Background: an optimization exercise with open tools, aiming at small area, a short achievable clock period and few clock cycles. Do not read the settings as production practice. Only simulation tests tie the RTL to the original design; equivalence was not proved. Power is estimated from default activity; no workload was simulated.

File: flow/flow/run.sh
#!/bin/bash
set -euo pipefail
bash standard.sh SETUP_SLACK_MARGIN=12 finish > standard_flow.log 2>&1
File: flow/standard.sh
#!/bin/bash
# synth_recipe.tcl (not shown) runs the flow's synth.tcl, then flattens the netlist and writes it again
# the make line also repeats each setting of config.mk as NAME=value (left out here)
make -C /OpenROAD-flow-scripts/flow DESIGN_CONFIG=/design/flow/config.mk WORK_HOME=/design/flow/orfs CLKGATE_MAP_FILE= SYNTH_SCRIPT=/design/flow/synth_recipe.tcl "${@:-finish}"
File: flow/config.mk
export PLATFORM = sky130hd
export DESIGN_NAME = pif_interp
export DESIGN_NICKNAME = pif_interp
export VERILOG_FILES = /design/flow/design.v
export SDC_FILE = /design/flow/constraint.sdc
export NUM_CORES = 4
export LEC_CHECK = 0
export CAP_MARGIN = 20
export CORE_MARGIN = 2
export CORE_UTILIZATION = 40
export PLACE_DENSITY = 0.5
export SLEW_MARGIN = 20
File: flow/constraint.sdc
create_clock -name core_clock -period 22.0 [get_ports {clk}]
set_input_delay 4.4000 -clock core_clock [delete_from_list [all_inputs] [get_ports {clk}]]
set_output_delay 4.4000 -clock core_clock [all_outputs]
set_load 0.01 [all_outputs]
File: flow/design.v
module pif_fadd_s1 (
    input  wire [31:0] a,
    input  wire [31:0] b,
    input  wire        sub,
    input  wire        nega,
    output wire [1:0]  sp,       
    output wire        sgn,      
    output wire        zs,       
    output wire [7:0]  eb,       
    output wire [27:0] sum       
);
    wire sa = a[31] ^ nega;
    wire sb = b[31] ^ sub;
    wire a_max = (a[30:23] == 8'hFF);
    wire b_max = (b[30:23] == 8'hFF);
    wire a_nan = a_max && (a[22:0] != 0);
    wire b_nan = b_max && (b[22:0] != 0);
    wire a_inf = a_max && (a[22:0] == 0);
    wire b_inf = b_max && (b[22:0] == 0);
    wire eff_sub = sa ^ sb;
    wire swap;
    wire [30:0] cmp_unused;
    pif_ks #(.W(31)) u_cmp (.a(b[30:0]), .b(~a[30:0]), .ci(1'b0), .s(cmp_unused), .co(swap));
    wire        a_n  = (a[30:23] != 0);
    wire        b_n  = (b[30:23] != 0);
    wire [7:0]  ea   = {a[30:24], a[23] | !a_n};
    wire [7:0]  ebx  = {b[30:24], b[23] | !b_n};
    wire [7:0]  d_ab = ea - ebx;
    wire [7:0]  d_ba = ebx - ea;
    wire [7:0]  diff = swap ? d_ba : d_ab;
    wire [23:0] ma   = {a_n, a[22:0]};
    wire [23:0] mb   = {b_n, b[22:0]};
    wire [23:0] m_big = swap ? mb : ma;
    wire [23:0] m_sml = swap ? ma : mb;
    reg [26:0] al;
    always @(*) begin
        al = {m_sml, 3'b000};
        if (diff[4]) al = {16'd0, al[26:17], |al[16:0]};
        if (diff[3]) al = {8'd0,  al[26:9],  |al[8:0]};
        if (diff[2]) al = {4'd0,  al[26:5],  |al[4:0]};
        if (diff[1]) al = {2'd0,  al[26:3],  |al[2:0]};
        if (diff[0]) al = {1'd0,  al[26:2],  |al[1:0]};
        if (diff[7:5] != 0) al = {26'd0, |m_sml};
    end
    wire co_unused;
    pif_ks #(.W(28)) u_sum (.a({1'b0, m_big, 3'b000}), .b(eff_sub ? ~{1'b0, al} : {1'b0, al}),
                            .ci(eff_sub), .s(sum), .co(co_unused));
    assign sp  = (a_nan || b_nan || (a_inf && b_inf && eff_sub)) ? 2'd1 :
                 (a_inf || b_inf) ? 2'd2 : 2'd0;
    assign sgn = a_inf ? sa : b_inf ? sb : (swap ? sb : sa);
    assign zs  = sa & sb;
    assign eb  = swap ? ebx : ea;
endmodule
module pif_fadd_s2 (
    input  wire [1:0]  sp,
    input  wire        sgn,
    input  wire        zs,
    input  wire [7:0]  eb,
    input  wire [27:0] sum,
    output reg  [31:0] y
);
    wire [5:0] lz6;
    pif_lzc32 u_lzc (.x({sum[26:0], 5'b11111}), .n(lz6));
    wire [4:0] lz   = lz6[4:0];
    wire [7:0] ebm1 = eb - 8'd1;
    wire       lim  = ({3'd0, lz} > ebm1);           
    wire [4:0] shl  = lim ? ebm1[4:0] : lz;
    wire [26:0] nsh  = sum[26:0] << shl;
    wire [26:0] norm = sum[27] ? {sum[27:2], sum[1] | sum[0]} : nsh;
    wire [7:0]  e_up = eb + 8'd1;
    wire [7:0]  e_dn = eb - {3'd0, lz};
    wire [7:0]  e_res = sum[27] ? e_up : lim ? 8'd0 : e_dn;
    wire        ovf   = sum[27] && (eb == 8'd254);
    wire        rnd = norm[2] & (norm[1] | norm[0] | norm[3]);
    wire [30:0] mag;
    wire        co_unused;
    pif_ks #(.W(31)) u_rnd (.a({e_res, norm[25:3]}), .b(31'd0), .ci(rnd), .s(mag), .co(co_unused));
    always @(*) begin
        if (sp == 2'd1)
            y = 32'h7FC00000;
        else if (sp == 2'd2 || ovf)
            y = {sgn, 8'hFF, 23'd0};
        else if (sum == 28'd0)
            y = {zs, 31'd0};
        else
            y = {sgn, mag};
    end
endmodule
module pif_fadd (
    input  wire [31:0] a,
    input  wire [31:0] b,
    input  wire        sub,
    output wire [31:0] y
);
    wire [1:0] sp; wire sgn, zs; wire [7:0] eb; wire [27:0] sum;
    pif_fadd_s1 u1 (.a(a), .b(b), .sub(sub), .nega(1'b0), .sp(sp), .sgn(sgn), .zs(zs), .eb(eb), .sum(sum));
    pif_fadd_s2 u2 (.sp(sp), .sgn(sgn), .zs(zs), .eb(eb), .sum(sum), .y(y));
endmodule
module pif_ks #(parameter integer W = 28) (
    input  wire [W-1:0] a,
    input  wire [W-1:0] b,
    input  wire         ci,
    output wire [W-1:0] s,
    output wire         co
);
    localparam integer L = (W < 2) ? 1 : (W < 4) ? 2 : (W < 8) ? 3 : (W < 16) ? 4 : (W < 32) ? 5 : 6;
    wire [W:0] g [0:L];
    wire [W:0] p [0:L];
    assign g[0] = {a & b, ci};
    assign p[0] = {a ^ b, 1'b0};
    genvar l, i;
    generate
        for (l = 0; l < L; l = l + 1) begin : lv
            for (i = 0; i <= W; i = i + 1) begin : bt
                if (i >= (1 << l)) begin : cmb
                    assign g[l+1][i] = g[l][i] | (p[l][i] & g[l][i - (1 << l)]);
                    assign p[l+1][i] = p[l][i] & p[l][i - (1 << l)];
                end else begin : pas
                    assign g[l+1][i] = g[l][i];
                    assign p[l+1][i] = p[l][i];
                end
            end
        end
    endgenerate
    assign s  = (a ^ b) ^ g[L][W-1:0];
    assign co = g[L][W];
endmodule
module pif_lzc32 (
    input  wire [31:0] x,
    output wire [5:0]  n
);
    wire [15:0] v1; wire [15:0] c1;
    wire [7:0]  v2; wire [15:0] c2;
    wire [3:0]  v3; wire [11:0] c3;
    wire [1:0]  v4; wire [7:0]  c4;
    wire        v5; wire [4:0]  c5;
    genvar i;
    generate
        for (i = 0; i < 16; i = i + 1) begin : l1
            assign v1[i] = x[2*i+1] | x[2*i];
            assign c1[i] = !x[2*i+1];
        end
        for (i = 0; i < 8; i = i + 1) begin : l2
            assign v2[i] = v1[2*i+1] | v1[2*i];
            assign c2[2*i+1:2*i] = v1[2*i+1] ? {1'b0, c1[2*i+1]} : {1'b1, c1[2*i]};
        end
        for (i = 0; i < 4; i = i + 1) begin : l3
            assign v3[i] = v2[2*i+1] | v2[2*i];
            assign c3[3*i+2:3*i] = v2[2*i+1] ? {1'b0, c2[4*i+3:4*i+2]} : {1'b1, c2[4*i+1:4*i]};
        end
        for (i = 0; i < 2; i = i + 1) begin : l4
            assign v4[i] = v3[2*i+1] | v3[2*i];
            assign c4[4*i+3:4*i] = v3[2*i+1] ? {1'b0, c3[6*i+5:6*i+3]} : {1'b1, c3[6*i+2:6*i]};
        end
    endgenerate
    assign v5 = v4[1] | v4[0];
    assign c5 = v4[1] ? {1'b0, c4[7:4]} : {1'b1, c4[3:0]};
    assign n  = v5 ? {1'b0, c5} : 6'd32;
endmodule
module pif_fmul_s1 (
    input  wire [31:0] a,
    input  wire [31:0] b,
    output wire [1:0]  sp,       
    output wire        s,
    output wire [10:0] e0,       
    output wire [47:0] p
);
    wire [7:0] ea = a[30:23];
    wire [7:0] eb = b[30:23];
    wire a_max  = (ea == 8'hFF);
    wire b_max  = (eb == 8'hFF);
    wire a_nan  = a_max && (a[22:0] != 0);
    wire b_nan  = b_max && (b[22:0] != 0);
    wire a_inf  = a_max && (a[22:0] == 0);
    wire b_inf  = b_max && (b[22:0] == 0);
    wire a_zero = (a[30:0] == 0);
    wire b_zero = (b[30:0] == 0);
    assign s  = a[31] ^ b[31];
    pif_mul24 u_mul (.a({ea != 0, a[22:0]}), .b({eb != 0, b[22:0]}), .p(p));
    assign e0 = {3'b000, ea[7:1], ea[0] | (ea == 0)} + {3'b000, eb[7:1], eb[0] | (eb == 0)} - 11'd126;
    assign sp = (a_nan || b_nan || (a_inf && b_zero) || (b_inf && a_zero)) ? 2'd1 :
                (a_inf || b_inf) ? 2'd2 : (a_zero || b_zero) ? 2'd3 : 2'd0;
endmodule
module pif_fmul_s2 (
    input  wire [1:0]  sp,
    input  wire        s,
    input  wire [10:0] e0,
    input  wire [47:0] p,
    output reg  [31:0] y
);
    wire [5:0]  lz6;
    pif_lzc32 u_lzc (.x({p[47:23], 7'b1111111}), .n(lz6));
    wire [4:0]  lz    = lz6[4:0];
    wire [10:0] em1   = e0 - 11'd1;
    wire        under = em1[10];                           
    wire        lim   = !under && ({6'd0, lz} > em1);      
    wire [4:0]  sl    = lim ? em1[4:0] : lz;
    wire [47:0] po;
    genvar i;
    generate
        for (i = 0; i < 48; i = i + 1) begin : por
            if (i == 0) begin : b0
                assign po[0] = p[0];
            end else begin : bn
                assign po[i] = po[i-1] | p[i];
            end
        end
    endgenerate
    wire [47:0] pn  = p << sl;
    wire        sl_st = (sl > 5'd22) ? 1'b0 : po[5'd22 - sl];
    wire [10:0] rr  = 11'd0 - em1;
    wire [24:0] wr  = (rr > 11'd25) ? 25'd0 : (p[47:23] >> rr[4:0]);
    wire        rr_st = (rr > 11'd25) ? po[47] : po[6'd22 + {1'b0, rr[4:0]}];
    wire [24:0] w   = under ? wr : pn[47:23];
    wire        st  = under ? rr_st : sl_st;
    wire [10:0] e_n     = e0 - {6'd0, lz};
    wire        is_norm = !under && !lim;
    wire [7:0]  e_field = is_norm ? e_n[7:0] : 8'd0;
    wire        ovf     = is_norm && (e_n[9:0] >= 10'd255);
    wire        rnd     = w[0] & (st | w[1]);
    wire [30:0] mag;
    wire        co_unused;
    pif_ks #(.W(31)) u_rnd (.a({e_field, w[23:1]}), .b(31'd0), .ci(rnd), .s(mag), .co(co_unused));
    always @(*) begin
        if (sp == 2'd1)
            y = 32'h7FC00000;
        else if (sp == 2'd2 || (sp == 2'd0 && ovf))
            y = {s, 8'hFF, 23'd0};
        else if (sp == 2'd3)
            y = {s, 31'd0};
        else
            y = {s, mag};
    end
endmodule
module pif_fmul (
    input  wire [31:0] a,
    input  wire [31:0] b,
    output wire [31:0] y
);
    wire [1:0] sp; wire s; wire [10:0] e0; wire [47:0] p;
    pif_fmul_s1 u1 (.a(a), .b(b), .sp(sp), .s(s), .e0(e0), .p(p));
    pif_fmul_s2 u2 (.sp(sp), .s(s), .e0(e0), .p(p), .y(y));
endmodule
module pif_mul24 (
    input  wire [23:0] a,
    input  wire [23:0] b,
    output wire [47:0] p
);
    wire [26:0] bx = {2'b00, b, 1'b0};
    wire [47:0] row [0:12];
    wire [12:0] ng;
    genvar i;
    generate
        for (i = 0; i < 13; i = i + 1) begin : r
            wire [2:0]  d   = bx[2*i+2:2*i];
            wire        neg = d[2] & !(d[1] & d[0]);
            wire        one = d[1] ^ d[0];
            wire        two = (d == 3'b011) | (d == 3'b100);
            wire [24:0] mag = ({25{one}} & {1'b0, a}) | ({25{two}} & {a, 1'b0});
            wire [24:0] low = mag ^ {25{neg}};
            wire [25:0] rv  = {!neg, low};
            assign row[i] = {22'd0, rv} << (2 * i);
            assign ng[i]  = neg;
        end
    endgenerate
    wire [47:0] negs;
    genvar k;
    generate
        for (k = 0; k < 48; k = k + 1) begin : nb
            if (k % 2 == 0 && k / 2 < 13) begin : on
                assign negs[k] = ng[k / 2];
            end else begin : off
                assign negs[k] = 1'b0;
            end
        end
    endgenerate
    wire [47:0] kc;
    assign kc = 48'd0 - (48'h000002000000 + 48'h000008000000 + 48'h000020000000 + 48'h000080000000 +
                         48'h000200000000 + 48'h000800000000 + 48'h002000000000 + 48'h008000000000 +
                         48'h020000000000 + 48'h080000000000 + 48'h200000000000 + 48'h800000000000 +
                         48'h000000000000);
    wire [47:0] l0 [0:14];
    genvar q;
    generate
        for (q = 0; q < 13; q = q + 1) begin : cp
            assign l0[q] = row[q];
        end
    endgenerate
    assign l0[13] = negs;
    assign l0[14] = kc;
    wire [47:0] l1 [0:9];
    generate
        for (q = 0; q < 5; q = q + 1) begin : c1
            assign l1[2*q]   = l0[3*q] ^ l0[3*q+1] ^ l0[3*q+2];
            assign l1[2*q+1] = ((l0[3*q] & l0[3*q+1]) | (l0[3*q] & l0[3*q+2]) | (l0[3*q+1] & l0[3*q+2])) << 1;
        end
    endgenerate
    wire [47:0] l2 [0:6];
    generate
        for (q = 0; q < 3; q = q + 1) begin : c2
            assign l2[2*q]   = l1[3*q] ^ l1[3*q+1] ^ l1[3*q+2];
            assign l2[2*q+1] = ((l1[3*q] & l1[3*q+1]) | (l1[3*q] & l1[3*q+2]) | (l1[3*q+1] & l1[3*q+2])) << 1;
        end
    endgenerate
    assign l2[6] = l1[9];
    wire [47:0] l3 [0:4];
    generate
        for (q = 0; q < 2; q = q + 1) begin : c3
            assign l3[2*q]   = l2[3*q] ^ l2[3*q+1] ^ l2[3*q+2];
            assign l3[2*q+1] = ((l2[3*q] & l2[3*q+1]) | (l2[3*q] & l2[3*q+2]) | (l2[3*q+1] & l2[3*q+2])) << 1;
        end
    endgenerate
    assign l3[4] = l2[6];
    wire [47:0] l4 [0:3];
    assign l4[0] = l3[0] ^ l3[1] ^ l3[2];
    assign l4[1] = ((l3[0] & l3[1]) | (l3[0] & l3[2]) | (l3[1] & l3[2])) << 1;
    assign l4[2] = l3[3];
    assign l4[3] = l3[4];
    wire [47:0] l5 [0:2];
    assign l5[0] = l4[0] ^ l4[1] ^ l4[2];
    assign l5[1] = ((l4[0] & l4[1]) | (l4[0] & l4[2]) | (l4[1] & l4[2])) << 1;
    assign l5[2] = l4[3];
    wire [47:0] fs = l5[0] ^ l5[1] ^ l5[2];
    wire [47:0] fc = ((l5[0] & l5[1]) | (l5[0] & l5[2]) | (l5[1] & l5[2])) << 1;
    wire        co_unused;
    pif_ks #(.W(48)) u_fin (.a(fs), .b(fc), .ci(1'b0), .s(p), .co(co_unused));
endmodule
module pif_interp (
    input  wire        clk,
    input  wire        rst,
    input  wire        start,
    input  wire [1:0]  mode,        
    input  wire [31:0] pos,         
    input  wire [31:0] frac,        
    input  wire [31:0] dly_base,    
    input  wire [31:0] dly_len,     
    output wire        ready,
    output reg         done,
    output reg         fault,
    output reg  [1:0]  fault_cause,  
    output reg  [31:0] result,
    output wire        mem_en,
    output wire [14:0] mem_addr,
    input  wire [31:0] mem_rdata
);
    localparam integer K  = 4;              
    localparam integer NT = 3;              
    localparam integer QW = 2;              
    localparam integer NQ = 1 << QW;
    localparam [31:0] HALF = 32'h3F000000;
    reg        d_v;            
    reg        d_rdy;          
    reg [1:0]  d_mode;
    reg [31:0] d_pos;
    reg [31:0] d_frac;
    reg [14:0] d_base;
    reg [15:0] d_len;
    reg [17:0] d_len3;         
    reg        d_fault;
    reg [1:0]  d_cause;
    reg [15:0] d_ri;           
    reg [3:0]  d_cnt;
    wire [16:0] in_end   = {2'b00, dly_base[14:0]} + {1'b0, dly_len[15:0]};
    wire        in_bad   = (|dly_base[31:15]) || (|dly_len[31:16]) || (dly_len[15:0] == 16'd0) ||
                           (in_end > 17'd32768);
    wire [15:0] in_len   = dly_len[15:0];
    wire        in_lt1   = (pos[31:16] == 16'd0) && (pos[15:0] < in_len);
    wire        in_lt2   = (pos[31:17] == 15'd0) && (pos[16:0] < {in_len, 1'b0});
    wire        in_t16   = (pos[31:16] < in_len);
    wire        in_t20   = ({4'd0, pos[31:20]} < in_len);
    wire        in_t24   = ({8'd0, pos[31:24]} < in_len);
    wire        in_t28   = ({12'd0, pos[31:28]} < in_len);
    wire [15:0] dr [0:K/2];
    assign dr[0] = d_ri;
    genvar jj;
    generate
        for (jj = 0; jj < K / 2; jj = jj + 1) begin : dstep
            wire [17:0] dx = {dr[jj], d_pos[31 - 2*jj], d_pos[30 - 2*jj]};
            wire [17:0] d1, d2, d3;
            wire        g1, g2, g3;
            pif_ks #(.W(18)) u_s1 (.a(dx), .b(~{2'b00, d_len}), .ci(1'b1), .s(d1), .co(g1));
            pif_ks #(.W(18)) u_s2 (.a(dx), .b(~{1'b0, d_len, 1'b0}), .ci(1'b1), .s(d2), .co(g2));
            pif_ks #(.W(18)) u_s3 (.a(dx), .b(~d_len3), .ci(1'b1), .s(d3), .co(g3));
            assign dr[jj+1] = g3 ? d3[15:0] : g2 ? d2[15:0] : g1 ? d1[15:0] : dx[15:0];
        end
    endgenerate
    wire [15:0] d_first = (d_mode != 2'd2) ? d_ri : (d_ri == 16'd0) ? (d_len - 16'd1) : (d_ri - 16'd1);
    wire xfer;
    assign ready = !d_v || xfer;
    always @(posedge clk) begin
        if (rst) begin
            d_v <= 1'b0;
        end else begin
            if (d_v && !d_rdy) begin
                d_ri  <= dr[K/2];
                d_pos <= d_pos << K;
                d_cnt <= d_cnt - 4'd1;
                if (d_cnt == 4'd0)
                    d_rdy <= 1'b1;
            end
            if (ready) begin
                d_v <= start;
                if (start) begin
                    d_mode  <= mode;
                    d_frac  <= frac;
                    d_base  <= dly_base[14:0];
                    d_len   <= dly_len[15:0];
                    d_len3  <= {2'b00, dly_len[15:0]} + {1'b0, dly_len[15:0], 1'b0};
                    d_fault <= (mode == 2'd3) || in_bad;
                    d_cause <= (mode == 2'd3) ? 2'd1 : 2'd2;
                    d_rdy   <= 1'b1;
                    if (mode == 2'd3 || in_bad) begin
                        d_ri <= 16'd0;
                    end else if (in_lt1) begin
                        d_ri <= pos[15:0];
                    end else if (in_lt2) begin
                        d_ri <= pos[15:0] - in_len;
                    end else begin
                        d_rdy <= 1'b0;
                        if (in_t16) begin
                            d_ri  <= pos[31:16];
                            d_pos <= {pos[15:0], 16'd0};
                            d_cnt <= 4'd3;
                        end else if (in_t20) begin
                            d_ri  <= {4'd0, pos[31:20]};
                            d_pos <= {pos[19:0], 12'd0};
                            d_cnt <= 4'd4;
                        end else if (in_t24) begin
                            d_ri  <= {8'd0, pos[31:24]};
                            d_pos <= {pos[23:0], 8'd0};
                            d_cnt <= 4'd5;
                        end else if (in_t28) begin
                            d_ri  <= {12'd0, pos[31:28]};
                            d_pos <= {pos[27:0], 4'd0};
                            d_cnt <= 4'd6;
                        end else begin
                            d_ri  <= 16'd0;
                            d_pos <= pos;
                            d_cnt <= 4'd7;
                        end
                    end
                end
            end
        end
    end
    reg        q_v   [0:NQ-1];
    reg        q_f   [0:NQ-1];
    reg [1:0]  q_c   [0:NQ-1];
    reg [31:0] q_r   [0:NQ-1];
    reg [QW-1:0] q_head, q_tail;
    reg [QW:0]   q_cnt;        
    reg        t_busy [0:NT-1];
    reg        t_go   [0:NT-1];   
    reg        t_herm [0:NT-1];
    reg [QW-1:0] t_tag [0:NT-1];
    reg [3:0]  t_step [0:NT-1];
    reg [31:0] t_ra   [0:NT-1];   
    reg [31:0] t_rb   [0:NT-1];   
    reg [31:0] t_rc   [0:NT-1];   
    reg [31:0] t_rd   [0:NT-1];   
    reg [31:0] t_re   [0:NT-1];   
    reg        r_act;
    reg        r_none;
    reg [1:0]  r_thr;
    reg [QW-1:0] r_tag;
    reg [14:0] r_base;
    reg [15:0] r_len;
    reg [15:0] r_ri;
    reg [1:0]  r_cnt;
    reg [1:0]  r_last;
    reg        r_herm;
    reg        cap_v;
    reg        cap_none;
    reg [1:0]  cap_thr;
    reg [1:0]  cap_slot;       
    reg [QW-1:0] cap_tag;
    wire r_free    = !r_act || (r_cnt == r_last);
    wire need_thr  = !d_fault && (d_mode != 2'd0);
    reg  [1:0] new_thr;
    reg        any_free;
    integer    f;
    always @(*) begin
        new_thr  = 2'd0;
        any_free = 1'b0;
        for (f = NT - 1; f >= 0; f = f - 1)
            if (!t_busy[f]) begin
                new_thr  = f;
                any_free = 1'b1;
            end
    end
    assign xfer    = d_v && d_rdy && r_free && (q_cnt != NQ) && (!need_thr || any_free);
    wire [15:0] ri_inc  = r_ri + 16'd1;
    wire [15:0] idx_nxt = (ri_inc == r_len) ? 16'd0 : ri_inc;
    assign mem_en   = r_act;
    assign mem_addr = r_base + r_ri[14:0];
    reg        pa_v, pm_v;
    reg [1:0]  p_thr;
    reg        p_herm;
    reg [3:0]  p_step;
    reg [1:0]  pa_sp;  reg pa_sgn, pa_zs; reg [7:0] pa_eb; reg [27:0] pa_sum;
    reg [1:0]  pm_sp;  reg pm_s; reg [10:0] pm_e0; reg [47:0] pm_p;
    reg         s_act, s_add, s_mul, s_sub, s_mhalf, s_herm;
    reg  [1:0]  s_thr;
    reg  [3:0]  s_step;
    reg         s_nega;
    reg  [3:0]  s_asel [0:NT-1];    
    reg  [2:0]  s_bsel [0:NT-1];    
    reg  [2:0]  s_msel [0:NT-1];    
    reg  [NQ-1:0] s_tsel;           
    reg  [QW-1:0] age [0:NT-1];
    reg  [3:0]  nstep [0:NT-1];
    reg  [NT-1:0] elig;
    reg         now;
    integer     h;
    always @(*)
        for (h = 0; h < NT; h = h + 1) begin
            now      = s_act && (s_thr == h);
            age[h]   = t_tag[h] - q_head;
            nstep[h] = now ? (s_step + 4'd1) : t_step[h];
            elig[h]  = t_busy[h] &&
                       (!now || (t_herm[h] && (nstep[h] == 4'd1 || nstep[h] == 4'd2))) &&
                       (t_go[h] || (cap_v && !cap_none && cap_slot == 2'd2 && cap_thr == h)) &&
                       (t_herm[h] ? (nstep[h] != 4'd12) : (nstep[h] != 4'd3));
        end
    reg  [1:0]  n_thr;
    reg         n_act;
    reg  [QW-1:0] best_age;
    integer     g;
    always @(*) begin
        n_thr    = 2'd0;
        n_act    = 1'b0;
        best_age = {QW{1'b1}};
        for (g = 0; g < NT; g = g + 1)
            if (elig[g] && (!n_act || age[g] < best_age)) begin
                n_thr    = g;
                n_act    = 1'b1;
                best_age = age[g];
            end
    end
    wire        n_herm = t_herm[n_thr];
    wire [3:0]  n_step = nstep[n_thr];
    reg         n_add, n_mul, n_sub, n_nega, n_mhalf;
    reg  [3:0]  n_asel;
    reg  [2:0]  n_bsel;
    reg  [2:0]  n_msel;
    always @(*) begin
        n_add = 1'b0; n_mul = 1'b0; n_sub = 1'b0; n_nega = 1'b0; n_mhalf = 1'b0;
        n_asel = 4'b0010; n_bsel = 3'b100; n_msel = 3'b100;
        if (n_herm) begin
            case (n_step)
                4'd0:  begin n_add = 1'b1; n_nega = 1'b1; n_asel = 4'b0001; n_bsel = 3'b001; end
                4'd1:  begin n_add = 1'b1; n_sub = 1'b1; n_asel = 4'b0010; n_bsel = 3'b001; end
                4'd2:  begin n_add = 1'b1; n_nega = 1'b1; n_asel = 4'b0010; n_bsel = 3'b010;
                             n_mul = 1'b1; n_msel = 3'b001; n_mhalf = 1'b1; end
                4'd3:  begin n_add = 1'b1; n_asel = 4'b0100;
                             n_mul = 1'b1; n_msel = 3'b010; n_mhalf = 1'b1; end
                4'd4:  begin n_add = 1'b1; n_asel = 4'b0001; end
                4'd5:  begin n_add = 1'b1; n_asel = 4'b1000; end
                4'd6:  begin n_add = 1'b1; n_asel = 4'b0001; n_mul = 1'b1; end
                4'd7:  begin n_add = 1'b1; n_nega = 1'b1; n_asel = 4'b0001; end
                4'd8:  n_mul = 1'b1;
                4'd9:  begin n_add = 1'b1; n_asel = 4'b0100; end
                4'd10: n_mul = 1'b1;
                default: begin n_add = 1'b1; n_asel = 4'b0010; end
            endcase
        end else begin
            case (n_step)
                4'd0:  begin n_add = 1'b1; n_nega = 1'b1; n_asel = 4'b0010; n_bsel = 3'b001; end
                4'd1:  n_mul = 1'b1;
                default: begin n_add = 1'b1; n_asel = 4'b0010; end
            endcase
        end
    end
    reg  [31:0] i_aa, i_ab, i_ma, i_mb;
    integer     u;
    always @(*) begin
        i_aa = 32'd0; i_ab = 32'd0; i_ma = 32'd0;
        i_mb = s_mhalf ? HALF : 32'd0;
        for (u = 0; u < NT; u = u + 1) begin
            i_aa = i_aa | ({32{s_asel[u][0]}} & t_ra[u]) | ({32{s_asel[u][1]}} & t_rb[u]) |
                          ({32{s_asel[u][2]}} & t_rc[u]) | ({32{s_asel[u][3]}} & t_rd[u]);
            i_ab = i_ab | ({32{s_bsel[u][0]}} & t_rc[u]) | ({32{s_bsel[u][1]}} & t_rd[u]) |
                          ({32{s_bsel[u][2]}} & t_re[u]);
            i_ma = i_ma | ({32{s_msel[u][0]}} & t_ra[u]) | ({32{s_msel[u][1]}} & t_rd[u]) |
                          ({32{s_msel[u][2]}} & t_re[u]);
        end
        for (u = 0; u < NQ; u = u + 1)
            i_mb = i_mb | ({32{s_tsel[u]}} & q_r[u]);
    end
    wire [1:0]  a1_sp; wire a1_sgn, a1_zs; wire [7:0] a1_eb; wire [27:0] a1_sum;
    wire [1:0]  m1_sp; wire m1_s; wire [10:0] m1_e0; wire [47:0] m1_p;
    wire [31:0] add_y, mul_y;
    pif_fadd_s1 u_fadd1 (.a(i_aa), .b(i_ab), .sub(s_sub), .nega(s_nega), .sp(a1_sp), .sgn(a1_sgn), .zs(a1_zs),
                         .eb(a1_eb), .sum(a1_sum));
    pif_fadd_s2 u_fadd2 (.sp(pa_sp), .sgn(pa_sgn), .zs(pa_zs), .eb(pa_eb), .sum(pa_sum), .y(add_y));
    pif_fmul_s1 u_fmul1 (.a(i_ma), .b(i_mb), .sp(m1_sp), .s(m1_s), .e0(m1_e0),
                         .p(m1_p));
    pif_fmul_s2 u_fmul2 (.sp(pm_sp), .s(pm_s), .e0(pm_e0), .p(pm_p), .y(mul_y));
    wire w_ra  = pa_v && p_herm && (p_step == 4'd0 || p_step == 4'd3 || p_step == 4'd6);
    wire w_rd  = (pa_v && p_herm && p_step == 4'd2) || (pm_v && p_step == 4'd3);
    wire w_rc  = pm_v && p_herm && (p_step == 4'd2);
    wire w_rem = pm_v && (p_step == 4'd6 || p_step == 4'd8 || p_step == 4'd10 || !p_herm);
    wire w_rea = pa_v && (p_herm ? (p_step == 4'd1 || p_step == 4'd4 || p_step == 4'd5 ||
                                    p_step == 4'd7 || p_step == 4'd9)
                                 : (p_step == 4'd0));
    wire w_fin = pa_v && (p_herm ? (p_step == 4'd11) : (p_step == 4'd2));
    always @(*) begin
        done        = q_v[q_head];
        fault       = q_f[q_head];
        fault_cause = q_c[q_head];
        result      = q_r[q_head];
    end
    integer k;
    always @(posedge clk) begin
        if (rst) begin
            pa_v   <= 1'b0;
            pm_v   <= 1'b0;
            s_act  <= 1'b0;
            s_add  <= 1'b0;
            s_mul  <= 1'b0;
            for (k = 0; k < NT; k = k + 1) begin
                s_asel[k] <= 4'd0;
                s_bsel[k] <= 3'd0;
                s_msel[k] <= 3'd0;
            end
            for (k = 0; k < NQ; k = k + 1)
                s_tsel[k] <= 1'b0;
            r_act  <= 1'b0;
            cap_v  <= 1'b0;
            q_head <= {QW{1'b0}};
            q_tail <= {QW{1'b0}};
            q_cnt  <= {(QW+1){1'b0}};
            for (k = 0; k < NT; k = k + 1) begin
                t_busy[k] <= 1'b0;
                t_go[k]   <= 1'b0;
            end
            for (k = 0; k < NQ; k = k + 1)
                q_v[k] <= 1'b0;
        end else begin
            s_act   <= n_act;
            s_thr   <= n_thr;
            s_herm  <= n_herm;
            s_step  <= n_step;
            s_add   <= n_act && n_add;
            s_mul   <= n_act && n_mul;
            s_sub   <= n_sub;
            s_nega  <= n_nega;
            s_mhalf <= n_mhalf;
            for (k = 0; k < NT; k = k + 1) begin
                s_asel[k] <= (n_act && n_add && n_thr == k) ? n_asel : 4'd0;
                s_bsel[k] <= (n_act && n_add && n_thr == k) ? n_bsel : 3'd0;
                s_msel[k] <= (n_act && n_mul && n_thr == k) ? n_msel : 3'd0;
            end
            for (k = 0; k < NQ; k = k + 1)
                s_tsel[k] <= n_act && n_mul && !n_mhalf && t_tag[n_thr] == k;
            pa_v   <= s_add;
            pm_v   <= s_mul;
            p_thr  <= s_thr;
            p_herm <= s_herm;
            p_step <= s_step;
            if (s_act)
                t_step[s_thr] <= s_step + 4'd1;
            if (w_ra)  t_ra[p_thr] <= add_y;
            if (w_rd)  t_rd[p_thr] <= (pa_v && p_step == 4'd2) ? add_y : mul_y;
            if (w_rc)  t_rc[p_thr] <= mul_y;
            if (w_rem) t_re[p_thr] <= mul_y;
            if (w_rea) t_re[p_thr] <= add_y;
            if (w_fin) begin
                t_busy[p_thr] <= 1'b0;
                t_go[p_thr]   <= 1'b0;
                q_v[t_tag[p_thr]] <= 1'b1;
                q_f[t_tag[p_thr]] <= 1'b0;
                q_r[t_tag[p_thr]] <= add_y;
            end
            cap_v <= 1'b0;
            if (cap_v) begin
                if (cap_none) begin
                    q_v[cap_tag] <= 1'b1;
                    q_f[cap_tag] <= 1'b0;
                    q_r[cap_tag] <= mem_rdata;
                end else begin
                    case (cap_slot)
                        2'd0: t_ra[cap_thr] <= mem_rdata;
                        2'd1: t_rb[cap_thr] <= mem_rdata;
                        2'd2: begin t_rc[cap_thr] <= mem_rdata; t_go[cap_thr] <= 1'b1; end
                        default: t_rd[cap_thr] <= mem_rdata;
                    endcase
                end
            end
            if (r_act) begin
                r_ri     <= idx_nxt;
                r_cnt    <= r_cnt + 2'd1;
                cap_v    <= 1'b1;
                cap_none <= r_none;
                cap_thr  <= r_thr;
                cap_tag  <= r_tag;
                cap_slot <= r_herm ? r_cnt : r_cnt + 2'd1;
                if (r_cnt == r_last)
                    r_act <= 1'b0;
            end
            if (xfer) begin
                q_tail <= q_tail + 1'b1;
                if (d_fault) begin
                    q_v[q_tail] <= 1'b1;
                    q_f[q_tail] <= 1'b1;
                    q_c[q_tail] <= d_cause;
                end else begin
                    r_act  <= 1'b1;
                    r_none <= (d_mode == 2'd0);
                    r_thr  <= new_thr;
                    r_tag  <= q_tail;
                    r_base <= d_base;
                    r_len  <= d_len;
                    r_ri   <= d_first;
                    r_cnt  <= 2'd0;
                    r_herm <= (d_mode == 2'd2);
                    r_last <= (d_mode == 2'd2) ? 2'd3 : (d_mode == 2'd1) ? 2'd1 : 2'd0;
                    if (d_mode != 2'd0) begin
                        t_busy[new_thr] <= 1'b1;
                        t_go[new_thr]   <= 1'b0;
                        t_herm[new_thr] <= (d_mode == 2'd2);
                        t_tag[new_thr]  <= q_tail;
                        t_step[new_thr] <= 4'd0;
                        q_r[q_tail]     <= d_frac;
                    end
                end
            end
            if (q_v[q_head]) begin
                q_v[q_head] <= 1'b0;
                q_head      <= q_head + 1'b1;
            end
            q_cnt <= q_cnt + xfer - q_v[q_head];
        end
        pa_sp <= a1_sp; pa_sgn <= a1_sgn; pa_zs <= a1_zs; pa_eb <= a1_eb; pa_sum <= a1_sum;
        pm_sp <= m1_sp; pm_s <= m1_s; pm_e0 <= m1_e0; pm_p <= m1_p;
    end
endmodule
==> run_results.csv, run 1 <==
group,metric,value,unit
status,status,"timing/DRC/antenna clean",
sta,setup_viol,0,
clock_tree,h-tree-depth,3,
routing,vias,82000,
power,p_per_area,70.7,mW/mm^2
sta,finalCriticalPeriod,9680,ps
sta,rsz0062_at_grt,"true",
routing,drt-total-wl,395000,um
power,ir_drop,0.0923,mV
synthesis,synthFlopType,"edfxtp_1",
synthesis,async_reset_ff_frac,0,
worst_setup_path,crit_fanout,32,
clock_tree,clk_pin_slew_worst_paths,60,ps
floorplanning,dieArea,0.227,mm^2
global_routing,gr-usage-met2,0.498,
worst_setup_path,crit_required,22680,ps
sta,hold_viol,0,
floorplanning,die_y,476,um
worst_setup_path,crit_top_cell,"fa_1",
sta,slew_viol_final,0,
run,drv_cap,0,
placement,dpl.hpwl,275000,um
routing,drt_pass1_iterations,10,
global_routing,grt_pass1_vias,77700,
worst_setup_path,endpoint_kind,"flip-flop",
worst_setup_path,cp_slowest_cell,"a221oi_2",
sta,max_freq,103,MHz
floorplanning,initial_core_util,0.402,
synthesis,netlist_area,0.0891,mm^2
cells_and_area,num-nets-final,10700,
placement,placed_area,0.0946,mm^2
worst_setup_path,path_class,"flip-flop to flip-flop",
floorplanning,core-area,0.222,mm^2
sta,setup_tns,0,ps
global_routing,grt_max_degree,66,
synthesis,syn_nets,10800,
routing,post_drt_wl_per_cell,30.8,um
floorplanning,boundaryPins,218,
placement,portBuffers,217,
global_routing,gr-usage-met1,0.468,
global_routing,grt_overflow,0,
routing,drtIter0Drc,12100,
clock_tree,cts-root-buf,"clkbuf_16",
placement,dp_cells,12600,
placement,dp_slack,11570,ps
global_routing,use_met3,0.0818,
placement,gp_congestion,0.959,
worst_setup_path,max_stage_delay,630,ps
global_routing,antenna_found_initial,36,
floorplanning,fp-row-count,173,
routing,drc,0,
cells_and_area,syn2layout_area_growth,10.9,%
worst_setup_path,worst_setup_path_start_kind,"flip-flop",
clock_tree,cts_sinks,1023,
sta,fin_ws,12320,ps
cells_and_area,final_cells,12800,
routing,vias_per_cell,6.39,
sta,fin_worst_skew,143,ps
cells_and_area,layout_commonest_cell,"nand2_1",
synthesis,synth_seq_cells,1023,
cells_and_area,drive_gt1_frac,0.0847,
power,totalPowerFinal,0.00699,W
clock_tree,cts_max_path_buffers,3,
sta,slew_headroom,0.170,
global_routing,grt_pass1_wl,560000,um
worst_setup_path,reg2regPathDepth,32,
synthesis,netlist_instances,9806,
global_routing,busiest_layer,"met2",
synthesis,yosysUniqueCellTypes,120,
hold_path,hold_path.class,"flip-flop to flip-flop",
cells_and_area,most-common-layout-cells,"nand2_1 (1103), edfxtp_1 (844), nor2_1 (812)",
worst_setup_path,rrSetupSlack,12320,ps
clock_tree,numCtsBuffers,120,
floorplanning,die_w,476,um
clock_tree,cts_tree,"done",
hold_path,whs_path_depth,0,
power,cellLeakagePower,38.7,nW
routing,ant_nets,0,
synthesis,synth_edf_count,844,
clock_tree,clk_latency,870,ps
synthesis,syn_avg_cell_area,9.09,um^2
global_routing,grt_usage,0.338,
synthesis,ys_warn_count,15,
clock_tree,post-cts-setup-buffers,0,
sta,period_share,0.440,
synthesis,synth_seq_area_share,0.325,
cells_and_area,stdcell_area,0.0989,mm^2
sta,tightest_slew,1240,ps
worst_setup_path,crit_arrival,10360,ps
critical path, delay by kind of cell, from the launching register on:
family          cells  cell delay [ps]
compound gates     12             3470
flops               1              300
simple gates        6             1040
xor+xnor            2              340
fa+ha+maj           7             3510
buf+inv             5              750
layout make-up:
class                      instances  area (um^2)
antenna                           16         40.0
inverter                         663         2490
tap                             2975         3720
timing repair buffer             474         4110
fill                           21500       123000
clock buffer                     151         3170
clock inverter                    77          928
sequential                      1023        28900
multi-input combinational       7448        55500
flip-flops by register name (all words and copies together), names as in the netlist, 17 cells and up, named ones only:
name,flops
d_frac,32
d_len3,17
d_pos,32
pa_sum,28
pm_p,48
q_r,128
t_ra,96
t_rb,96
t_rc,96
t_rd,96
t_re,96
worst paths after layout:
check | start | end
hold / removal | d_base[11]$_DFFE_PP_ | r_base[11]$_DFFE_PP_
hold reg to reg | d_base[11]$_DFFE_PP_ | r_base[11]$_DFFE_PP_
setup reg to reg | s_msel[1][2]$_SDFF_PP0_ | pm_p[45]$_DFF_P_
setup / recovery | s_msel[1][2]$_SDFF_PP0_ | pm_p[45]$_DFF_P_
layer usage:
metal / vias up / part of all wire
met4: 18 / 0.051
met2: 5013 / 0.42
met3: 879 / 0.11
met1: 40200 / 0.41
li1: 35800 / -
met5: - / 0.00028
report_power, final:
group / total [W] / leakage (nW) / switching, W / internal (W)
registers: 0.00238 / 9.23 / 0.000169 / 0.00221
clock network: 0.00211 / 1.96 / 0.000914 / 0.00119
logic: 0.00251 / 27.5 / 0.00155 / 0.000958
cells by family (layout without fill, tap and decap cells):
logic type	after synthesis	in the layout	share of synthesized area
mux	479	479	0.0674
other cells	0	16	0
xor+xnor	590	590	0.0581
buf+inv	1335	1365	0.0588
simple gates	2858	2858	0.144
compound gates	2723	2723	0.212
flops	1023	1023	0.325
fa+ha+maj	798	798	0.135
synth_stat cells, drive strengths merged (138+ instances only):
cell type	count	share of area
nand2	1123	0.047
edfxtp	844	0.28
nor2	834	0.035
inv	654	0.028
clkbuf	534	0.022
ha	524	0.074
a21oi	520	0.029
o21ai	484	0.027
a22oi	419	0.035
xnor2	417	0.041
mux2i	297	0.034
fa	274	0.062
nand3	207	0.012
dfxtp	179	0.040
a221oi	174	0.017
xor2	173	0.017
nor3	169	0.0096
a22o	156	0.015
a211oi	154	0.013
buf	138	0.0084
timing repair:
item | in CTS | in global routing
hold buffers | 0 | 0
gates resized for setup | 4 | 22
setup endpoints to repair | 6 | 19
stage by stage:
step	hold slack [ps]	util
after floorplan	400	-
after global placement	403	0.426
after detailed placement	405	0.426
after CTS	413	0.445
after global routing	425	0.446
final	414	0.446
Testbench counts, summed over its fixed seeds: cycles 53,127.
==> run 2: changes to the inputs <==
--- a/flow/design.v
+++ b/flow/design.v
@@ -495,12 +495,14 @@
     assign mem_addr = r_base + r_ri[14:0];
     reg        pa_v, pm_v;
     reg [1:0]  p_thr;
+    reg [QW-1:0] p_tag;
     reg        p_herm;
     reg [3:0]  p_step;
     reg [1:0]  pa_sp;  reg pa_sgn, pa_zs; reg [7:0] pa_eb; reg [27:0] pa_sum;
     reg [1:0]  pm_sp;  reg pm_s; reg [10:0] pm_e0; reg [47:0] pm_p;
     reg         s_act, s_add, s_mul, s_sub, s_mhalf, s_herm;
     reg  [1:0]  s_thr;
+    reg  [QW-1:0] s_tag;
     reg  [3:0]  s_step;
     reg         s_nega;
     reg  [3:0]  s_asel [0:NT-1];    
@@ -638,14 +640,8 @@
                 q_v[k] <= 1'b0;
         end else begin
             s_act   <= n_act;
-            s_thr   <= n_thr;
-            s_herm  <= n_herm;
-            s_step  <= n_step;
             s_add   <= n_act && n_add;
             s_mul   <= n_act && n_mul;
-            s_sub   <= n_sub;
-            s_nega  <= n_nega;
-            s_mhalf <= n_mhalf;
             for (k = 0; k < NT; k = k + 1) begin
                 s_asel[k] <= (n_act && n_add && n_thr == k) ? n_asel : 4'd0;
                 s_bsel[k] <= (n_act && n_add && n_thr == k) ? n_bsel : 3'd0;
@@ -655,22 +651,21 @@
                 s_tsel[k] <= n_act && n_mul && !n_mhalf && t_tag[n_thr] == k;
             pa_v   <= s_add;
             pm_v   <= s_mul;
-            p_thr  <= s_thr;
-            p_herm <= s_herm;
-            p_step <= s_step;
             if (s_act)
                 t_step[s_thr] <= s_step + 4'd1;
+            if (s_act && (s_herm ? (s_step == 4'd11) : (s_step == 4'd2))) begin
+                t_busy[s_thr] <= 1'b0;
+                t_go[s_thr]   <= 1'b0;
+            end
             if (w_ra)  t_ra[p_thr] <= add_y;
             if (w_rd)  t_rd[p_thr] <= (pa_v && p_step == 4'd2) ? add_y : mul_y;
             if (w_rc)  t_rc[p_thr] <= mul_y;
             if (w_rem) t_re[p_thr] <= mul_y;
             if (w_rea) t_re[p_thr] <= add_y;
             if (w_fin) begin
-                t_busy[p_thr] <= 1'b0;
-                t_go[p_thr]   <= 1'b0;
-                q_v[t_tag[p_thr]] <= 1'b1;
-                q_f[t_tag[p_thr]] <= 1'b0;
-                q_r[t_tag[p_thr]] <= add_y;
+                q_v[p_tag] <= 1'b1;
+                q_f[p_tag] <= 1'b0;
+                q_r[p_tag] <= add_y;
             end
             cap_v <= 1'b0;
             if (cap_v) begin
@@ -731,6 +726,17 @@
             end
             q_cnt <= q_cnt + xfer - q_v[q_head];
         end
+        s_thr   <= n_thr;
+        s_tag   <= t_tag[n_thr];
+        s_herm  <= n_herm;
+        s_step  <= n_step;
+        s_sub   <= n_sub;
+        s_nega  <= n_nega;
+        s_mhalf <= n_mhalf;
+        p_thr   <= s_thr;
+        p_tag   <= s_tag;
+        p_herm  <= s_herm;
+        p_step  <= s_step;
         pa_sp <= a1_sp; pa_sgn <= a1_sgn; pa_zs <= a1_zs; pa_eb <= a1_eb; pa_sum <= a1_sum;
         pm_sp <= m1_sp; pm_s <= m1_s; pm_e0 <= m1_e0; pm_p <= m1_p;
     end
==> flow/flow/run.sh (replaced) <==
#!/bin/bash
set -euo pipefail
bash standard.sh SETUP_SLACK_MARGIN=14 finish > standard_flow.log 2>&1
==> run 2 against run 1 <==
  * Combinational power up 29%
  * Die area down 0.51%
  * Maximum frequency up 16%
  * Via count up 3.1%
  * Non-clock buffer count up 290
  * Flip-flop and latch count up 4
  * Largest cell class unchanged
  * Largest power group unchanged
==> run_results.csv, run 2 <==
group,metric,value,unit
cells_and_area,drive_gt1_frac,0.153,
sta,finalCriticalPeriod,8380,ps
sta,max_freq,119,MHz
synthesis,synthMuxAreaShare,0.0722,
synthesis,synth-compound-area-share,0.215,
synthesis,synthFlopType,"edfxtp_1",
synthesis,netlist_top_cells_area,"edfxtp_1 (28%), ha_1 (7.4%), fa_1 (6.2%)",
sta,rsz0062_at_grt,"true",
routing,drt-total-wl,413000,um
status,status,"timing/DRC/antenna clean",
synthesis,netlist_instances,9717,
sta,period_share,0.381,
worst_setup_path,crit_arrival,9050,ps
sta,tightest_slew,1320,ps
sta,setup_viol,0,
worst_setup_path,crit_required,22670,ps
floorplanning,dieArea,0.225,mm^2
power,p_per_area,74.9,mW/mm^2
power,ir_drop,0.0793,mV
routing,drtIter0Drc,12100,
clock_tree,clk_latency,830,ps
cells_and_area,largest_reg_flops,128,
routing,vias,84500,
clock_tree,cts_max_path_buffers,3,
sta,hold_viol,0,
worst_setup_path,max_stage_delay,550,ps
cells_and_area,most-common-layout-cells,"nand2_1 (955), edfxtp_1 (827), nor2_1 (709)",
placement,gp_congestion,0.933,
cells_and_area,final_core_util,0.479,
global_routing,antenna_found_initial,36,
clock_tree,h-tree-depth,4,
power,cellLeakagePower,41.2,nW
routing,drc,0,
worst_setup_path,endpoint_kind,"flip-flop",
sta,setup_tns,0,ps
cells_and_area,layout_commonest_cell,"nand2_1",
synthesis,async_reset_ff_frac,0,
hold_path,hold_path.class,"flip-flop to flip-flop",
cells_and_area,num-nets-final,10900,
routing,drt_pass1_iterations,8,
placement,dp_slack,11570,ps
global_routing,grt_max_degree,66,
run,drv_cap,0,
synthesis,syn_avg_cell_area,9.13,um^2
routing,post_drt_wl_per_cell,31.7,um
synthesis,yosys.area_share.simple,0.137,
global_routing,grt_usage,0.353,
global_routing,grt_pass1_vias,80100,
floorplanning,die_w,475,um
routing,ant_nets,0,
worst_setup_path,cp_slowest_cell,"fa_1",
sta,slew_viol_final,0,
worst_setup_path,crit_fanout,32,
sta,fin_ws,13620,ps
floorplanning,fp-row-count,172,
synthesis,synth_top_area_share,0.280,
synthesis,synth_xor_area_frac,0.0579,
synthesis,synth_top_family_by_area,"compound AO/OA/AOI/OAI gates",
worst_setup_path,crit_top_cell,"fa_1",
worst_setup_path,worst_setup_path_start_kind,"flip-flop",
placement,portBuffers,217,
clock_tree,clk_pin_slew_worst_paths,60,ps
clock_tree,cts_tree,"done",
floorplanning,die_y,475,um
floorplanning,boundaryPins,218,
synthesis,synth_seq_cells,1027,
global_routing,grt_pass1_wl,580000,um
routing,vias_per_cell,6.48,
synthesis,syn_nets,10700,
synthesis,synth_seq_area_share,0.325,
global_routing,grt_overflow,0,
synthesis,synth_edf_count,827,
floorplanning,core-area,0.220,mm^2
cells_and_area,syn2layout_area_growth,18.7,%
synthesis,ys_warn_count,14,
cells_and_area,max_flop_register,"q_r",
sta,slew_headroom,0.117,
placement,dpl.hpwl,271000,um
synthesis,synth-adder-area-share,0.135,
synthesis,synth.most_common_cell,"nand2_1",
worst_setup_path,path_class,"flip-flop to flip-flop",
clock_tree,cts_sinks,1027,
clock_tree,cts-root-buf,"clkbuf_16",
synthesis,netlist_top_cells_count,"nand2_1 (977), edfxtp_1 (827), nor2_1 (749), inv_1 (643), o21ai_0 (602)",
clock_tree,numCtsBuffers,132,
sta,fin_worst_skew,53.3,ps
synthesis,yosysUniqueCellTypes,115,
synthesis,yosys.area.top_type,"edfxtp_1",
floorplanning,initial_core_util,0.403,
synthesis,netlist_area,0.0887,mm^2
run 2: stage by stage:
step                      hold slack [ps]  area, um^2  instances  power, W
after floorplan                       310       89200       9717   0.00428
after global placement                311       94400      12500   0.00522
after detailed placement              312       94400      12500   0.00525
after CTS                             326      103000      12900   0.00767
after global routing                  329      105000      13000   0.00820
final                                 327      105000      13000   0.00789
run 2: final cells by class:
type	count	area (um^2)
Multi-Input combinational cell	7375	57900
Tap cell	2958	3700
Clock inverter	62	932
Fill cell	20900	115000
Inverter	654	2530
Antenna cell	19	47.5
Clock buffer	179	3660
Sequential cell	1027	28900
Timing Repair Buffer	764	7550
Timing Repair inverter	3	26.3
run 2: path summary, 6_finish.rpt:
kind | from | to | slack, ps | cells after the start
hold reg to reg | s_tag[1]$_DFF_P_ | p_tag[1]$_DFF_P_ | 330 | 0
hold / removal | s_tag[1]$_DFF_P_ | p_tag[1]$_DFF_P_ | 330 | 0
setup / recovery | s_msel[2][1]$_SDFF_PP0_ | pm_p[46]$_DFF_P_ | 13620 | 34
setup reg to reg | s_msel[2][1]$_SDFF_PP0_ | pm_p[46]$_DFF_P_ | 13620 | 34
run 2: cells by family (layout without fill, tap and decap cells):
family | after synthesis | in the layout
xor+xnor | 586 | 586
compound gates | 2785 | 2786
buf+inv | 1329 | 1662
fa+ha+maj | 795 | 795
flops | 1027 | 1027
mux | 521 | 528
simple gates | 2674 | 2680
other cells | 0 | 19
run 2: worst max-delay path, delay by kind of cell (launching register included):
kind | cells | cell delay [ps]
AOI/OAI and AO/OA | 11 | 2310
xor gates and xnor gates | 2 | 230
adders and majority gates | 7 | 2960
buffers and inverters | 6 | 630
DFF | 1 | 310
and+or+nand+nor | 8 | 1720
run 2: routing by layer:
layer	up-vias	routed length [um]	track usage
li1	36400	-	-
met1	41500	165000	0.474
met2	5513	175000	0.524
met3	1136	48100	0.0860
met4	14	25200	0.182
met5	-	146	0
run 2: timing repair:
item	in CTS	in global routing
resized for setup	476	329
gates cloned	29	6
setup endpoints to repair	521	407
setup buffers	181	106
hold buffers	0	0
pin swaps	192	125
run 2: power by group:
part	total, W	internal (W)	leakage, nW	switching [W]
logic	0.00323	0.00120	29.6	0.00203
clock network	0.00232	0.00136	2.22	0.000958
registers	0.00234	0.00223	9.36	0.000109
Testbench counts of run 2, summed over its fixed seeds: cycles 52,995.
==> run 3: changes to the inputs <==
--- a/flow/config.mk
+++ b/flow/config.mk
@@ -5,6 +5,7 @@
 export SDC_FILE = /design/flow/constraint.sdc
 export NUM_CORES = 4
 export LEC_CHECK = 0
+export ABC_AREA = 1
 export CAP_MARGIN = 20
 export CORE_MARGIN = 2
 export CORE_UTILIZATION = 40
==> run 3 against run 2 <==
  * Combinational power up 94%
  * Critical path type is now flip-flop to primary output
  * Via count up 8.8%
  * Maximum frequency up 4.1%
  * Power rose by 40%
  * Sequential power increased by 12%
  * Core utilization decreased by 1.4 points
  * Clock-buffer cell count decreased by 16
==> run_results.csv, run 3 <==
group,metric,value,unit
worst_setup_path,crit_fanout,2,
power,ir_drop,0.115,mV
placement,gp_congestion,0.964,
sta,holdWs,329,ps
synthesis,async_reset_ff_frac,0,
run,drv_cap,0,
clock_tree,clk_latency,880,ps
synthesis,netlist_top_cells_area,"edfxtp_1 (27%), nand2_1 (12%), ha_1 (7.2%)",
global_routing,grt_pass1_vias,86100,
global_routing,grt_overflow,0,
placement,dp_cells,14900,
synthesis,synth.most_common_cell,"nand2_1",
power,cellLeakagePower,45.4,nW
synthesis,yosysUniqueCellTypes,80,
sta,setup_tns,0,ps
placement,dp_slack,11190,ps
synthesis,netlist_top_cells_count,"nand2_1 (2909), inv_1 (1359), o21ai_0 (1006), edfxtp_1 (827), nand3_1 (796)",
synthesis,syn_nets,13000,
worst_setup_path,worst_setup_path_start_kind,"flip-flop",
worst_setup_path,path_class,"flip-flop to primary output",
cells_and_area,layout_commonest_cell,"nand2_1",
routing,drt-total-wl,429000,um
power,p_per_area,106,mW/mm^2
floorplanning,fp-row-count,174,
sta,rsz0062_at_grt,"true",
cells_and_area,drive_gt1_frac,0.0964,
sta,slew_headroom,0.191,
floorplanning,dieArea,0.230,mm^2
floorplanning,die_y,479,um
floorplanning,core-area,0.225,mm^2
status,status,"timing/DRC/antenna clean",
worst_setup_path,cp-startpoint,"r_ri[0]$_DFFE_PN_",
synthesis,synth_top_area_share,0.275,
synthesis,synth_edf_count,827,
synthesis,netlist_area,0.0904,mm^2
placement,dpl.hpwl,298000,um
hold_path,hold_start,"s_tag[0]$_DFF_P_",
routing,vias,91900,
routing,drtIter0Drc,11900,
routing,drt_pass1_iterations,6,
clock_tree,clk_pin_slew_worst_paths,60,ps
routing,ant_nets,0,
floorplanning,initial_core_util,0.402,
cells_and_area,syn2layout_area_growth,15.6,%
clock_tree,cts-root-buf,"clkbuf_16",
floorplanning,die_w,479,um
placement,portBuffers,217,
sta,fin_ws,13950,ps
synthesis,yosys.area.top_type,"edfxtp_1",
worst_setup_path,worstReg2RegStart,"s_msel[0][0]$_SDFF_PP0_",
hold_path,hold_path.class,"flip-flop to flip-flop",
worst_setup_path,crit_required,17600,ps
synthesis,synth_seq_cells,1027,
clock_tree,numCtsBuffers,121,
cells_and_area,final_cells,15300,
sta,finalCriticalPeriod,8050,ps
clock_tree,hold_buffers,0,
clock_tree,h-tree-depth,3,
sta,fin_worst_skew,163,ps
routing,post_drt_wl_per_cell,28.0,um
cells_and_area,num-nets-final,13200,
synthesis,syn_avg_cell_area,7.52,um^2
sta,max_freq,124,MHz
cells_and_area,max_flop_register,"q_r",
sta,tightest_slew,1200,ps
floorplanning,boundaryPins,218,
sta,slew_viol_final,0,
worst_setup_path,crit_arrival,3650,ps
worst_setup_path,endpoint_kind,"primary output",
routing,vias_per_cell,5.99,
clock_tree,cts_sinks,1027,
clock_tree,cts_max_path_buffers,3,
routing,drc,0,
synthesis,netlist_instances,12000,
cells_and_area,most-common-layout-cells,"nand2_1 (2883), inv_1 (1309), o21ai_0 (969)",
synthesis,synthFlopType,"edfxtp_1",
synthesis,synth_seq_area_share,0.319,
synthesis,ys_warn_count,14,
global_routing,antenna_found_initial,23,
sta,hold_viol,0,
global_routing,grt_max_degree,102,
sta,setup_viol,0,
sta,period_share,0.366,
global_routing,grt_pass1_wl,604000,um
clock_tree,cts_tree,"done",
global_routing,grt_usage,0.357,
cells_and_area,largest_reg_flops,128,
==> run 3: cell types whose count changed in the layout (fill, tap and decap cells not counted), moves of 114 or more <==
| cell | previous run | this run |
|---|---|---|
| nand2_1 | 955 | 2883 |
| inv_1 | 619 | 1309 |
| nand3_1 | 192 | 788 |
| o21ai_0 | 526 | 969 |
| a22oi_1 | 404 | 8 |
| xor2_1 | 154 | 503 |
| xnor2_1 | 400 | 73 |
| o22ai_1 | 35 | 345 |
| mux2i_1 | 304 | 18 |
| nand4_1 | 45 | 176 |
| nor3_1 | 193 | 78 |
| mux2_2 | 115 | 1 |
==> run 3: stage by stage <==
stage | instance area (um^2) | util | total power [W]
after floorplan | 90400 | - | 0.00643
after global placement | 96000 | 0.427 | 0.00857
after detailed placement | 96000 | 0.427 | 0.00861
after CTS | 102000 | 0.455 | 0.0108
after global routing | 104000 | 0.465 | 0.0117
final | 104000 | 0.465 | 0.0110
==> run 3: worst max-delay path, stage by stage, from the launching register on <==
cell and delay [ps]:
edfxtp_1 430, ha_2 210, inv_2 50, fa_2 210, inv_2 50, a31oi_4 150
nor2_1 70, o21ai_1 120, nand2_1 90, a21o_1 220, a21oi_2 170, o21ai_2 70
a21oi_2 150, o21bai_1 80, a21o_1 170, nand2_1 70, inv_2 40, o21ai_2 100
nand2_1 70, xor2_1 160, buf_2 160
==> run 3: power by group <==
part           switching, W  total, W  leakage (nW)  internal, W
registers          0.000129   0.00263          9.54      0.00250
logic               0.00445   0.00626          33.8      0.00181
clock network      0.000944   0.00214          2.05      0.00119
total               0.00553    0.0110          45.4      0.00550
==> run 3: path summary, 6_finish.rpt <==
kind	endpoint	slack [ps]	cells after the start
min	p_tag[0]$_DFF_P_	330	0
max	mem_addr[14]	13950	20
max reg2reg	pm_p[47]$_DFF_P_	14100	37
min reg2reg	p_tag[0]$_DFF_P_	330	0
==> run 3: logic make-up (layout without fill, tap and decap cells) <==
family                   count (synthesis)  count (layout)  share of synthesized area
XOR/XNOR                               582             582                     0.0567
AND/OR/NAND/NOR                       4977            4977                      0.232
buffers and inverters                 2007            2320                     0.0855
AO/OA/AOI/OAI                         2616            2616                      0.172
flip-flops                            1027            1027                      0.319
other                                    0              10                          0
adder cells (fa/ha/maj)                795             795                      0.133
multiplexers                            21              21                    0.00234
==> run 3: routing by layer <==
| metal | wire length (um) | global-route usage | vias to the layer above |
|---|---|---|---|
| li1 | - | - | 41300 |
| met1 | 176000 | 0.490 | 44100 |
| met2 | 179000 | 0.526 | 5492 |
| met3 | 47700 | 0.0779 | 987 |
| met4 | 26100 | 0.185 | 14 |
| met5 | 127 | 0 | - |
==> run 3: what timing repair did <==
action / in CTS / in global routing
setup buffers: 91 / 100
resized for setup: 269 / 267
endpoints found under the setup margin: 141 / 110
cloned: 22 / 16
endpoints found under the hold margin: 0 / 0
pin swaps: 36 / 116
==> run 3: layout make-up <==
| type | count | area, um^2 |
|---|---|---|
| inverters | 1425 | 5530 |
| flip-flops and latches | 1027 | 28900 |
| repair buffers | 640 | 6160 |
| repair inverters | 24 | 174 |
| clock inverters | 68 | 716 |
| multi-input cells | 8991 | 55800 |
| diodes | 10 | 25.0 |
| well taps | 2992 | 3740 |
| fillers | 22600 | 120000 |
| clock buffers | 163 | 3480 |
==> run 4: changes to the inputs <==
--- a/flow/design.v
+++ b/flow/design.v
@@ -466,6 +466,7 @@
     reg [14:0] r_base;
     reg [15:0] r_len;
     reg [15:0] r_ri;
+    reg [14:0] r_addr;         
     reg [1:0]  r_cnt;
     reg [1:0]  r_last;
     reg        r_herm;
@@ -492,7 +493,7 @@
     wire [15:0] ri_inc  = r_ri + 16'd1;
     wire [15:0] idx_nxt = (ri_inc == r_len) ? 16'd0 : ri_inc;
     assign mem_en   = r_act;
-    assign mem_addr = r_base + r_ri[14:0];
+    assign mem_addr = r_addr;
     reg        pa_v, pm_v;
     reg [1:0]  p_thr;
     reg [QW-1:0] p_tag;
@@ -684,6 +685,7 @@
             end
             if (r_act) begin
                 r_ri     <= idx_nxt;
+                r_addr   <= (ri_inc == r_len) ? r_base : (r_addr + 15'd1);
                 r_cnt    <= r_cnt + 2'd1;
                 cap_v    <= 1'b1;
                 cap_none <= r_none;
@@ -707,6 +709,7 @@
                     r_base <= d_base;
                     r_len  <= d_len;
                     r_ri   <= d_first;
+                    r_addr <= d_base + d_first[14:0];
                     r_cnt  <= 2'd0;
                     r_herm <= (d_mode == 2'd2);
                     r_last <= (d_mode == 2'd2) ? 2'd3 : (d_mode == 2'd1) ? 2'd1 : 2'd0;
--- a/flow/config.mk
+++ b/flow/config.mk
@@ -5,7 +5,6 @@
 export SDC_FILE = /design/flow/constraint.sdc
 export NUM_CORES = 4
 export LEC_CHECK = 0
-export ABC_AREA = 1
 export CAP_MARGIN = 20
 export CORE_MARGIN = 2
 export CORE_UTILIZATION = 40
==> run 4 against run 3 <==
  * Hold slack got worse by 4.6 ps
  * Maximum frequency fell by 3.6%
  * Still clean on timing, DRC and antenna
  * Power shrank 35%
  * Register-to-register slack lost 450 ps
  * Clock-buffer cell count up 8
  * First-iteration DRC count decreased by 1.3%
  * Critical endpoint is now pm_p[47]$_DFF_P_
  * Sequential share of layout area shrank 0.12 points
==> run_results.csv, run 4 <==
group,metric,value,unit
cells_and_area,most-common-layout-cells,"nand2_1 (1048), edfxtp_1 (842), nor2_1 (702)",
sta,period_share,0.380,
sta,fin_ws,13650,ps
floorplanning,boundaryPins,218,
worst_setup_path,cp_slowest_cell,"fa_1",
floorplanning,fp-row-count,173,
synthesis,syn_avg_cell_area,9.15,um^2
routing,vias,83700,
run,drv_cap,0,
cells_and_area,layout_commonest_cell,"nand2_1",
synthesis,netlist_area,0.0890,mm^2
power,ir_drop,0.0801,mV
clock_tree,cts_max_path_buffers,3,
worst_setup_path,crit_required,22700,ps
synthesis,synth_seq_area_share,0.329,
global_routing,grt_usage,0.351,
placement,gp_congestion,0.947,
synthesis,synth_edf_count,842,
sta,finalCriticalPeriod,8350,ps
synthesis,syn_nets,10700,
global_routing,grt_max_degree,66,
routing,post_drt_wl_per_cell,31.3,um
routing,drtIter0Drc,11800,
clock_tree,hold_buffers,0,
sta,setup_tns,0,ps
floorplanning,die_y,476,um
worst_setup_path,crit_top_cell,"buf_4",
cells_and_area,max_flop_register,"q_r",
hold_path,hold_path.class,"flip-flop to flip-flop",
synthesis,netlist_top_cells_count,"nand2_1 (1082), edfxtp_1 (842), nor2_1 (747), inv_1 (625), o21ai_0 (601)",
clock_tree,h-tree-depth,4,
placement,dp_slack,11860,ps
worst_setup_path,crit_arrival,9050,ps
clock_tree,clk_latency,830,ps
routing,vias_per_cell,6.38,
sta,max_freq,120,MHz
floorplanning,initial_core_util,0.402,
worst_setup_path,path_delay_family,"buffers and inverters",
power,cellLeakagePower,42.0,nW
synthesis,yosysUniqueCellTypes,103,
cells_and_area,drive_gt1_frac,0.159,
worst_setup_path,max_stage_delay,620,ps
synthesis,synth_top_area_share,0.284,
cells_and_area,stdcell_area,0.107,mm^2
routing,drt_pass1_iterations,13,
floorplanning,core-area,0.222,mm^2
synthesis,synthFlopType,"edfxtp_1",
cells_and_area,multi_input_area,0.0588,mm^2
cells_and_area,syn2layout_area_growth,19.8,%
clock_tree,cts-root-buf,"clkbuf_16",
synthesis,netlist_top_cells_area,"edfxtp_1 (28%), ha_1 (7.3%), fa_1 (6.2%)",
placement,dpl.hpwl,271000,um
cells_and_area,num-nets-final,11000,
clock_tree,cts_tree,"done",
synthesis,synth.most_common_cell,"nand2_1",
cells_and_area,final_core_util,0.481,
synthesis,async_reset_ff_frac,0,
routing,ant_nets,0,
worst_setup_path,crit_fanout,8,
routing,drc,0,
cells_and_area,num-fill-cells,20800,
global_routing,grt_pass1_vias,79700,
global_routing,antenna_found_initial,23,
worst_setup_path,critPathBufInv,23,
synthesis,netlist_instances,9725,
sta,holdWs,325,ps
synthesis,synth_seq_cells,1042,
floorplanning,die_w,476,um
cells_and_area,seqCellArea,0.0293,mm^2
clock_tree,clk_pin_slew_worst_paths,50,ps
synthesis,ys_warn_count,14,
placement,portBuffers,217,
worst_setup_path,path_class,"flip-flop to flip-flop",
sta,tightest_slew,1220,ps
floorplanning,dieArea,0.226,mm^2
clock_tree,cts_sinks,1042,
worst_setup_path,endpoint_kind,"flip-flop",
sta,rsz0062_at_grt,"true",
status,status,"timing/DRC/antenna clean",
global_routing,grt_pass1_wl,580000,um
routing,drt-total-wl,411000,um
sta,slew_viol_final,0,
sta,fin_worst_skew,67.8,ps
synthesis,yosys.area.top_type,"edfxtp_1",
sta,setup_viol,0,
sta,slew_headroom,0.184,
global_routing,grt_overflow,0,
cells_and_area,largest_reg_flops,128,
sta,hold_viol,0,
power,p_per_area,67.2,mW/mm^2
placement,placed_area,0.0950,mm^2
clock_tree,numCtsBuffers,130,
worst_setup_path,worst_setup_path_start_kind,"flip-flop",
## run 4: cell count changes after synthesis, moves of 97 or more
cell | before | now
a21o_1 | 18 | 128
o21ai_0 | 1006 | 601
nand3_1 | 796 | 195
o22ai_1 | 371 | 40
mux2i_1 | 20 | 416
nand4_1 | 176 | 65
inv_1 | 1359 | 625
xor2_1 | 506 | 150
clkbuf_1 | 446 | 543
a22oi_1 | 8 | 492
nand2_1 | 2909 | 1082
xnor2_1 | 73 | 413
## run 4: area by class of cell
cell class,instances,area share
clock inverter,67,0.00785
tap,2975,0.0349
inverter,638,0.0233
sequential,1042,0.275
timing repair buffer,808,0.0740
clock buffer,171,0.0332
antenna,14,0.000329
multi-input combinational,7411,0.551
## run 4: timing repair
action | CTS | global route
setup endpoints to repair | 554 | 364
resized for setup | 547 | 363
gates cloned | 30 | 8
pin swaps | 148 | 175
buffers inserted | 207 | 114
## run 4: report_power, final
group	switching [W]	internal, W	leakage (nW)
registers	0.000121	0.00223	9.61
clock network	0.000979	0.00125	2.10
logic	0.00157	0.00101	30.3
## run 4: path summary, 6_finish.rpt
kind | from | end | slack, ps | cells after the start
max | s_tsel[0]$_SDFF_PP0_ | pm_p[47]$_DFF_P_ | 13650 | 41
min | s_tag[0]$_DFF_P_ | p_tag[0]$_DFF_P_ | 320 | 0
max reg2reg | s_tsel[0]$_SDFF_PP0_ | pm_p[47]$_DFF_P_ | 13650 | 41
min reg2reg | s_tag[0]$_DFF_P_ | p_tag[0]$_DFF_P_ | 320 | 0
## run 4: kinds of logic after synthesis
| family | share of synthesized area |
|---|---|
| buffers and inverters | 0.0555 |
| AOI/OAI and AO/OA | 0.206 |
| and+or+nand+nor | 0.137 |
| adders and majority gates | 0.135 |
| muxes | 0.0818 |
| xor gates and xnor gates | 0.0554 |
| DFF | 0.329 |
## run 4: routing by layer
| metal | global-route usage | part of all wire | vias up |
|---|---|---|---|
| met5 | 0 | 0.00025 | - |
| met4 | 0.175 | 0.059 | 16 |
| met3 | 0.0823 | 0.11 | 1086 |
| met2 | 0.534 | 0.43 | 5230 |
| met1 | 0.467 | 0.40 | 41000 |
| li1 | - | - | 36400 |
## run 4: metrics by stage
step                      power, W  std cells
after CTS                  0.00698      13000
after detailed placement   0.00460      12500
final                      0.00716      13100
after global routing       0.00745      13100
after floorplan            0.00389       9725
after global placement     0.00459      12500
Testbench counts of run 4, summed over its fixed seeds: cycles 52,995.

-- port drivers added, routing unchanged --
Ports are ideal in the flow. The routed layouts listed here were re-timed in OpenROAD. Step 1, drivers: a clkbuf_16 drives clk and a buf_2 each remaining input, both assumed. Step 2 also shifts input and output timing later by t, the mid clock arrival at the registers, as if the neighbouring blocks saw the same clock. a / b / c = no drivers / after step 1 / after step 2; a / b = the first two.
| run | shift t [ns] | slack for setup (ns) | worst setup path after step 2 | latest minus earliest clock arrival (ns) |
|---|---|---|---|---|
| run 1 | 0.892 | 12.318 / 12.318 / 11.865 | input to register | 0.143 / 0.142 |
| run 2 | 0.902 | 13.620 / 13.620 / 13.290 | input to register | 0.054 / 0.054 |
| run 3 | 0.901 | 13.950 / 13.850 / 13.329 | input to register | 0.164 / 0.164 |
| run 4 | 0.890 | 13.647 / 13.647 / 13.265 | input to register | 0.073 / 0.072 |
After both steps setup and hold are still met in every run listed. The setup slack of run 3, which loses most, moves by -0.100 ns with the drivers and by -0.621 ns with both steps.
